Source: an optimization exercise on an open RTL-to-GDS flow (aim: small area, a short achievable clock period and few clock cycles). Production flows keep margins and buffers that such runs may drop. Function was checked by simulation only, so behaviour that the tests miss may differ from the original.

<file path="flow/run.sh">
#!/bin/bash
# synth_recipe.tcl (not shown) runs the flow's synth.tcl, then flattens the netlist and writes it again
# the make line also repeats each setting of config.mk as NAME=value (left out here)
make -C /OpenROAD-flow-scripts/flow DESIGN_CONFIG=/design/flow/config.mk WORK_HOME=/design/flow/orfs CLKGATE_MAP_FILE= SYNTH_SCRIPT=/design/flow/synth_recipe.tcl finish
</file>
<file path="flow/config.mk">
export PLATFORM = sky130hd
export DESIGN_NAME = wb_estimator
export DESIGN_NICKNAME = wb_estimator
export VERILOG_FILES = /design/flow/design.v
export SDC_FILE = /design/flow/constraint.sdc
export NUM_CORES = 4
export LEC_CHECK = 0
export CAP_MARGIN = 20
export CORE_MARGIN = 2
export CORE_UTILIZATION = 40
export SLEW_MARGIN = 20
</file>
<file path="flow/constraint.sdc">
create_clock -name core_clock -period 30.0 [get_ports {clk}]
set_input_delay 6.0000 -clock core_clock [delete_from_list [all_inputs] [get_ports {clk}]]
set_output_delay 6.0000 -clock core_clock [all_outputs]
set_load 0.01 [all_outputs]
</file>
<file path="flow/design.v">
module wb_estimator (
    input  wire        clk,
    input  wire        rst,
    input  wire        start,
    input  wire [15:0] cfg_width,
    input  wire [15:0] cfg_height,
    input  wire [15:0] cfg_n,        
    input  wire [15:0] cfg_m,        
    input  wire [31:0] cfg_seed,
    output wire        busy,
    output reg         req_valid,
    input  wire        req_ready,
    output reg  [15:0] req_x,
    output reg  [15:0] req_y,
    input  wire        rsp_valid,
    input  wire [9:0]  rsp_r,
    input  wire [9:0]  rsp_g,
    input  wire [9:0]  rsp_b,
    output reg         done,
    output reg  [1:0]  status,       
    output reg  [31:0] gain_r,
    output reg  [31:0] gain_g,
    output reg  [31:0] gain_b,
    output reg  [31:0] seed_out
);
    localparam ST_OK       = 2'd0;
    localparam ST_GUARDED  = 2'd1;
    localparam ST_REJECTED = 2'd2;
    localparam S_IDLE   = 3'd0;
    localparam S_SAMPLE = 3'd1;
    localparam S_SQUARE = 3'd2;
    localparam S_DIV3   = 3'd3;
    localparam S_SQRT   = 3'd4;
    localparam S_GAIN   = 3'd5;
    localparam S_FINISH = 3'd6;
    reg [2:0]  state;
    assign busy = (state != S_IDLE);
    reg [15:0] dim_x, dim_y;         
    reg [15:0] n_cfg, m_cfg;
    function [31:0] lcg(input [31:0] s);
        lcg = s * 32'd1103515245 + 32'd12345;
    endfunction
    reg  [31:0] seed;
    wire [31:0] seed1 = lcg(seed);
    wire [31:0] seed2 = lcg(seed1);
    reg         gv_valid;
    reg  [14:0] gv_x, gv_y;
    reg  [31:0] req_left;            
    wire        req_adv = !req_valid || req_ready;
    wire [15:0] map_x = 16'd1 + ({1'b0, gv_x} % dim_x);
    wire [15:0] map_y = 16'd1 + ({1'b0, gv_y} % dim_y);
    reg [15:0] n_cnt, m_cnt;
    reg [9:0]  mx_r, mx_g, mx_b;
    reg [25:0] tot_r, tot_g, tot_b;
    wire [9:0] cur_r = (n_cnt == 16'd0 || rsp_r > mx_r) ? rsp_r : mx_r;
    wire [9:0] cur_g = (n_cnt == 16'd0 || rsp_g > mx_g) ? rsp_g : mx_g;
    wire [9:0] cur_b = (n_cnt == 16'd0 || rsp_b > mx_b) ? rsp_b : mx_b;
    reg  [1:0]  idx;
    reg  [5:0]  step;
    reg  [53:0] sumsq;
    reg  [25:0] sq_in;
    always @(*) begin
        case (idx)
            2'd0:    sq_in = tot_r;
            2'd1:    sq_in = tot_g;
            default: sq_in = tot_b;
        endcase
    end
    wire [51:0] sq = sq_in * sq_in;
    reg  [53:0] dd;
    reg  [53:0] dq;
    reg  [26:0] dr;
    reg  [25:0] dv;
    wire [26:0] dr_sh  = {dr[25:0], dd[53]};
    wire        dr_ge  = dr_sh >= {1'b0, dv};
    reg  [53:0] sq_num;
    reg  [53:0] sq_res;
    reg  [53:0] sq_bit;
    wire [53:0] sq_try = sq_res + sq_bit;
    reg  [26:0] target;
    wire [31:0] gain_sat = (dq[53:32] != 22'd0) ? 32'hFFFFFFFF : dq[31:0];
    always @(posedge clk) begin
        if (rst) begin
            state     <= S_IDLE;
            req_valid <= 1'b0;
            gv_valid  <= 1'b0;
            done      <= 1'b0;
        end else begin
            done <= 1'b0;
            case (state)
                S_IDLE: begin
                    if (start) begin
                        dim_x    <= cfg_width - 16'd2;
                        dim_y    <= cfg_height - 16'd2;
                        n_cfg    <= cfg_n;
                        m_cfg    <= cfg_m;
                        seed     <= cfg_seed;
                        req_left <= cfg_n * cfg_m;
                        n_cnt    <= 16'd0;
                        m_cnt    <= 16'd0;
                        tot_r    <= 26'd0;
                        tot_g    <= 26'd0;
                        tot_b    <= 26'd0;
                        if (cfg_width < 16'd3 || cfg_height < 16'd3) begin
                            status   <= ST_REJECTED;
                            gain_r   <= 32'd0;
                            gain_g   <= 32'd0;
                            gain_b   <= 32'd0;
                            seed_out <= cfg_seed;
                            state    <= S_FINISH;
                        end else if (cfg_n == 16'd0 || cfg_m == 16'd0) begin
                            status   <= ST_GUARDED;
                            gain_r   <= 32'd65536;
                            gain_g   <= 32'd65536;
                            gain_b   <= 32'd65536;
                            seed_out <= cfg_seed;
                            state    <= S_FINISH;
                        end else begin
                            state    <= S_SAMPLE;
                        end
                    end
                end
                S_SAMPLE: begin
                    if (req_adv) begin
                        req_valid <= gv_valid;
                        if (gv_valid) begin
                            req_x <= map_x;
                            req_y <= map_y;
                        end
                        if (req_left != 32'd0) begin
                            gv_valid <= 1'b1;
                            gv_x     <= seed1[30:16];
                            gv_y     <= seed2[30:16];
                            seed     <= seed2;
                            req_left <= req_left - 32'd1;
                        end else begin
                            gv_valid <= 1'b0;
                        end
                    end
                    if (rsp_valid) begin
                        mx_r <= cur_r;
                        mx_g <= cur_g;
                        mx_b <= cur_b;
                        if (n_cnt == n_cfg - 16'd1) begin
                            n_cnt <= 16'd0;
                            tot_r <= tot_r + cur_r;
                            tot_g <= tot_g + cur_g;
                            tot_b <= tot_b + cur_b;
                            m_cnt <= m_cnt + 16'd1;
                            if (m_cnt == m_cfg - 16'd1) begin
                                state <= S_SQUARE;
                                idx   <= 2'd0;
                                sumsq <= 54'd0;
                            end
                        end else begin
                            n_cnt <= n_cnt + 16'd1;
                        end
                    end
                end
                S_SQUARE: begin
                    seed_out <= seed;
                    if (tot_r == 26'd0 || tot_g == 26'd0 || tot_b == 26'd0) begin
                        status <= ST_GUARDED;
                        gain_r <= 32'd65536;
                        gain_g <= 32'd65536;
                        gain_b <= 32'd65536;
                        state  <= S_FINISH;
                    end else begin
                        sumsq <= sumsq + {2'b00, sq};
                        if (idx == 2'd2) begin
                            state <= S_DIV3;
                            dd    <= sumsq + {2'b00, sq};
                            dq    <= 54'd0;
                            dr    <= 27'd0;
                            dv    <= 26'd3;
                            step  <= 6'd0;
                        end
                        idx <= idx + 2'd1;
                    end
                end
                S_DIV3: begin
                    dd <= {dd[52:0], 1'b0};
                    dq <= {dq[52:0], dr_ge};
                    dr <= dr_ge ? (dr_sh - {1'b0, dv}) : dr_sh;
                    step <= step + 6'd1;
                    if (step == 6'd53) begin
                        state  <= S_SQRT;
                        sq_num <= {dq[52:0], dr_ge};
                        sq_res <= 54'd0;
                        sq_bit <= 54'd1 << 52;
                        step   <= 6'd0;
                    end
                end
                S_SQRT: begin
                    if (sq_num >= sq_try) begin
                        sq_num <= sq_num - sq_try;
                        sq_res <= (sq_res >> 1) + sq_bit;
                    end else begin
                        sq_res <= sq_res >> 1;
                    end
                    sq_bit <= sq_bit >> 2;
                    step <= step + 6'd1;
                    if (step == 6'd26) begin
                        target <= (sq_num >= sq_try) ? ((sq_res >> 1) + sq_bit) : (sq_res >> 1);
                        state  <= S_GAIN;
                        idx    <= 2'd0;
                        step   <= 6'd63;         
                    end
                end
                S_GAIN: begin
                    if (step == 6'd63) begin
                        dd   <= {11'd0, target, 16'd0};
                        dq   <= 54'd0;
                        dr   <= 27'd0;
                        dv   <= (idx == 2'd0) ? tot_r : (idx == 2'd1) ? tot_g : tot_b;
                        step <= 6'd0;
                    end else begin
                        dd <= {dd[52:0], 1'b0};
                        dq <= {dq[52:0], dr_ge};
                        dr <= dr_ge ? (dr_sh - {1'b0, dv}) : dr_sh;
                        step <= step + 6'd1;
                        if (step == 6'd53) begin
                            step <= 6'd62;       
                        end
                    end
                    if (step == 6'd62) begin
                        case (idx)
                            2'd0:    gain_r <= gain_sat;
                            2'd1:    gain_g <= gain_sat;
                            default: gain_b <= gain_sat;
                        endcase
                        if (idx == 2'd2) begin
                            status <= ST_OK;
                            state  <= S_FINISH;
                        end else begin
                            idx  <= idx + 2'd1;
                            step <= 6'd63;
                        end
                    end
                end
                S_FINISH: begin
                    done  <= 1'b1;
                    state <= S_IDLE;
                end
                default: state <= S_IDLE;
            endcase
        end
    end
endmodule
</file>
==> results.toml <==
[status]
status = "timing/DRC/antenna clean"

[logic_synthesis]
async_flop_share_pct = 0
yosys.area_share.simple_pct = 13.6
synth_fa_ha_area_share_pct = 36.0
synth_compound_area_share_pct = 12.1
ys_seq_area_share_pct = 24.2
synth_top_family_by_area = "adder cells"
synth-edff-count = 844
synth_area_leaders = "edfxtp_1, fa_1, ha_1"
synth_most_common_cell = "inv_1"
avgSynthCellArea_um2 = 9.45
synth_xor_area_share_pct = 5.53
synth_seq_cells = 850
ys_warn_count = 1
syn_inst = 11100
synth_area_leader_cell = "edfxtp_1"
synth_top_cell_area_share_pct = 24.1
ys.flop_type = "edfxtp_1"
syn_area_um2 = 105000
ys_types = 101
synth_mux_area_share_pct = 0.863
netlist_top_cells_count = "inv_1, ha_1, fa_1"

[placement]
dp_hpwl_um = 251000
place_congestion = 0.936
placed_cells_incl_taps = 15100
postPlaceCellArea_um2 = 115000
port_buffers = 295

[route]
drtIter0Drc = 5869
ant_nets = 0
wl_per_cell_um = 20.6
wirelength_um = 315000
first_pass_iters = 9
drc = 0
vias_per_cell = 5.39
num_vias = 82400

[layout]
final_core_util_pct = 45.5
area_growth_pct = 13.3
stdcell_area_um2 = 119000
layout-drive-gt1-share_pct = 7.21
stdcell_count = 15300
final_nets = 14100
nFillCells = 24700

[global_routing]
grt_max_degree = 82
track_usage_pct = 23.6
grt_pass1_wl_um = 492000
grt_overflow = 0
antenna_found_initial = 30
first_global_vias = 85500

[timing]
worstMarginPinSlew_ns = 1.18
slew_headroom_pct = 21.0
finalCriticalPeriod_ns = 28.22
skew_ns = 0.0529
finalHoldViolCount = 0
fmax_ghz = 0.0354
setup_viol = 0
finalMaxSlewViolations = 0
fin_crit_sh_pct = 94.1

[setup_path]
cp.arrival_ns = 28.74
critPathKind = "flip-flop to flip-flop"
crit_start = "dim_y[11]"
critPathCaptureType = "flip-flop"
worstReg2RegStart = "dim_y[11]"
max_stage_delay_ns = 0.56
critPathRequiredTime_ns = 30.52
crit_fanout = 8
timing.critical_path.mode_cell = "ha_1"
slowest_stage = "or4_1"
start_kind = "flip-flop"

[floorplan]
fp.dieH_um = 517
die_w_um = 517
core_region_area_um2 = 262000
ios = 296
num_rows = 188
initial_utilization_pct = 40.2
die_area_um2 = 267000

[clocking]
cts_tree = "done"
clockBufferDepth = 3
cts_buffers = 107
htreeDepth = 3
clk_pin_slew_ns = 0.06
cts_hold_buf = 0
clk_latency_ns = 0.78
cts-root-buf = "clkbuf_16"
cts_num_sinks = 850

[min_path]
min-delay-start = "dd[47]"
hp-class = "flip-flop to flip-flop"

[job]
maxCapViolCount = 0
[flip-flops by register name, summed over array words and instances, names as in the netlist, 54 cells and up]
| register | count |
|---|---|
| dd | 54 |
| sq_res | 54 |
| sq_num | 54 |
| sumsq | 54 |
| dq | 54 |
[cell type report]
type,instances,area (um2),share of cell area [%]
clock inverter,89,1180,0.995
sequential,850,25500,21.4
multi-input combinational,8128,72100,60.5
inverter,1848,6940,5.83
timing repair buffer,738,6330,5.31
antenna,11,27.5,0.0231
clock buffer,114,2700,2.27
tap,3515,4400,3.69
[worst paths after layout]
check | to | slack, ns | depth (start not counted)
hold reg to reg | dd[48] | 0.51 | 2
hold / removal | dd[48] | 0.51 | 2
setup reg to reg | req_y[14] | 1.78 | 121
setup / recovery | req_y[14] | 1.78 | 121
[cells in the final DEF, fill, tap and decap left out, drive strengths merged, types with 68 or more instances in the layout]
cell           instances
a211oi                75
a21o                 217
a21oi                443
a31oi                 90
and2                 231
and3                  71
buf                  443
clkbuf               114
clkdlybuf4s50        295
edfxtp               844
fa                  1153
ha                  1178
inv                 1851
nand2               1010
nand3                156
nor2                 886
nor2b                101
nor3                 220
nor4                  86
o21a                 138
o21ai                477
o21bai                68
or3                   88
xnor2                374
xor2                 287
[critical path: cells and delay by family, from the launching register on]
family | cells | cell delay, ns
flops | 1 | 0.51
fa+ha+maj | 15 | 4.05
compound gates | 55 | 12.37
simple gates | 33 | 7.33
xor+xnor | 1 | 0.12
mux | 5 | 1.86
buf+inv | 12 | 1.76
[metal layers]
metal	part of all wire, %	vias up	global-route usage (%)
met3	6.3	527	3.47
met5	0.017	-	0
met2	46	2569	38.7
met4	3.3	8	7.12
met1	44	40800	32.1
li1	-	38500	-
[logic make-up after synthesis]
kind of cell / after synthesis
adder cells (fa/ha/maj): 2331
flip-flops: 850
AND/OR/NAND/NOR: 3091
multiplexers: 85
XOR/XNOR: 662
buffers and inverters: 2155
AO/OA/AOI/OAI: 1957
other: 1
[stage by stage]
| step | hold slack (ns) | setup WS, ns | TNS, ns |
|---|---|---|---|
| after detailed placement | 0.515 | 0.612 | 0 |
| after global placement | 0.499 | 1.22 | 0 |
| final | 0.515 | 1.78 | 0 |
| after global routing | 0.527 | -0.0783 | -0.459 |
| after CTS | 0.514 | 0.485 | 0 |
| after floorplan | 0.477 | 2.46 | 0 |
[timing repair]
action                                  CTS  global route
setup buffers                             0             4
endpoints found under the setup margin    0            32
gates resized for setup                   0            64
hold endpoints to repair                  0             0
Testbench counts, summed over its fixed seeds: cycles 36,798.

port drivers added, routing unchanged:
No port has a modelled driver above. Below, the same layout with a new extraction and two added sets of constraints.
Step 1, drivers: a clkbuf_16 drives clk and a buf_2 each remaining input, both assumed.
Step 2 adds t to the input delays and takes it off the output delays; t is the mean of the earliest and latest rising clock arrival at the registers after step 1. Input paths then give back, and output paths get back, about the clock's delay inside the block.
Slacks: ideal ports / drivers / drivers and shift; pairs: ideal ports / drivers.
t (ns): 0.859
slack for setup (ns): 1.779 / 1.779 / 1.779
slew at the worst register clock pin (ns): 0.07 / 0.07
After both steps this run still meets setup and hold. For this run, drivers alone change the setup slack by 0.000 ns; drivers and shift together by 0.000 ns.
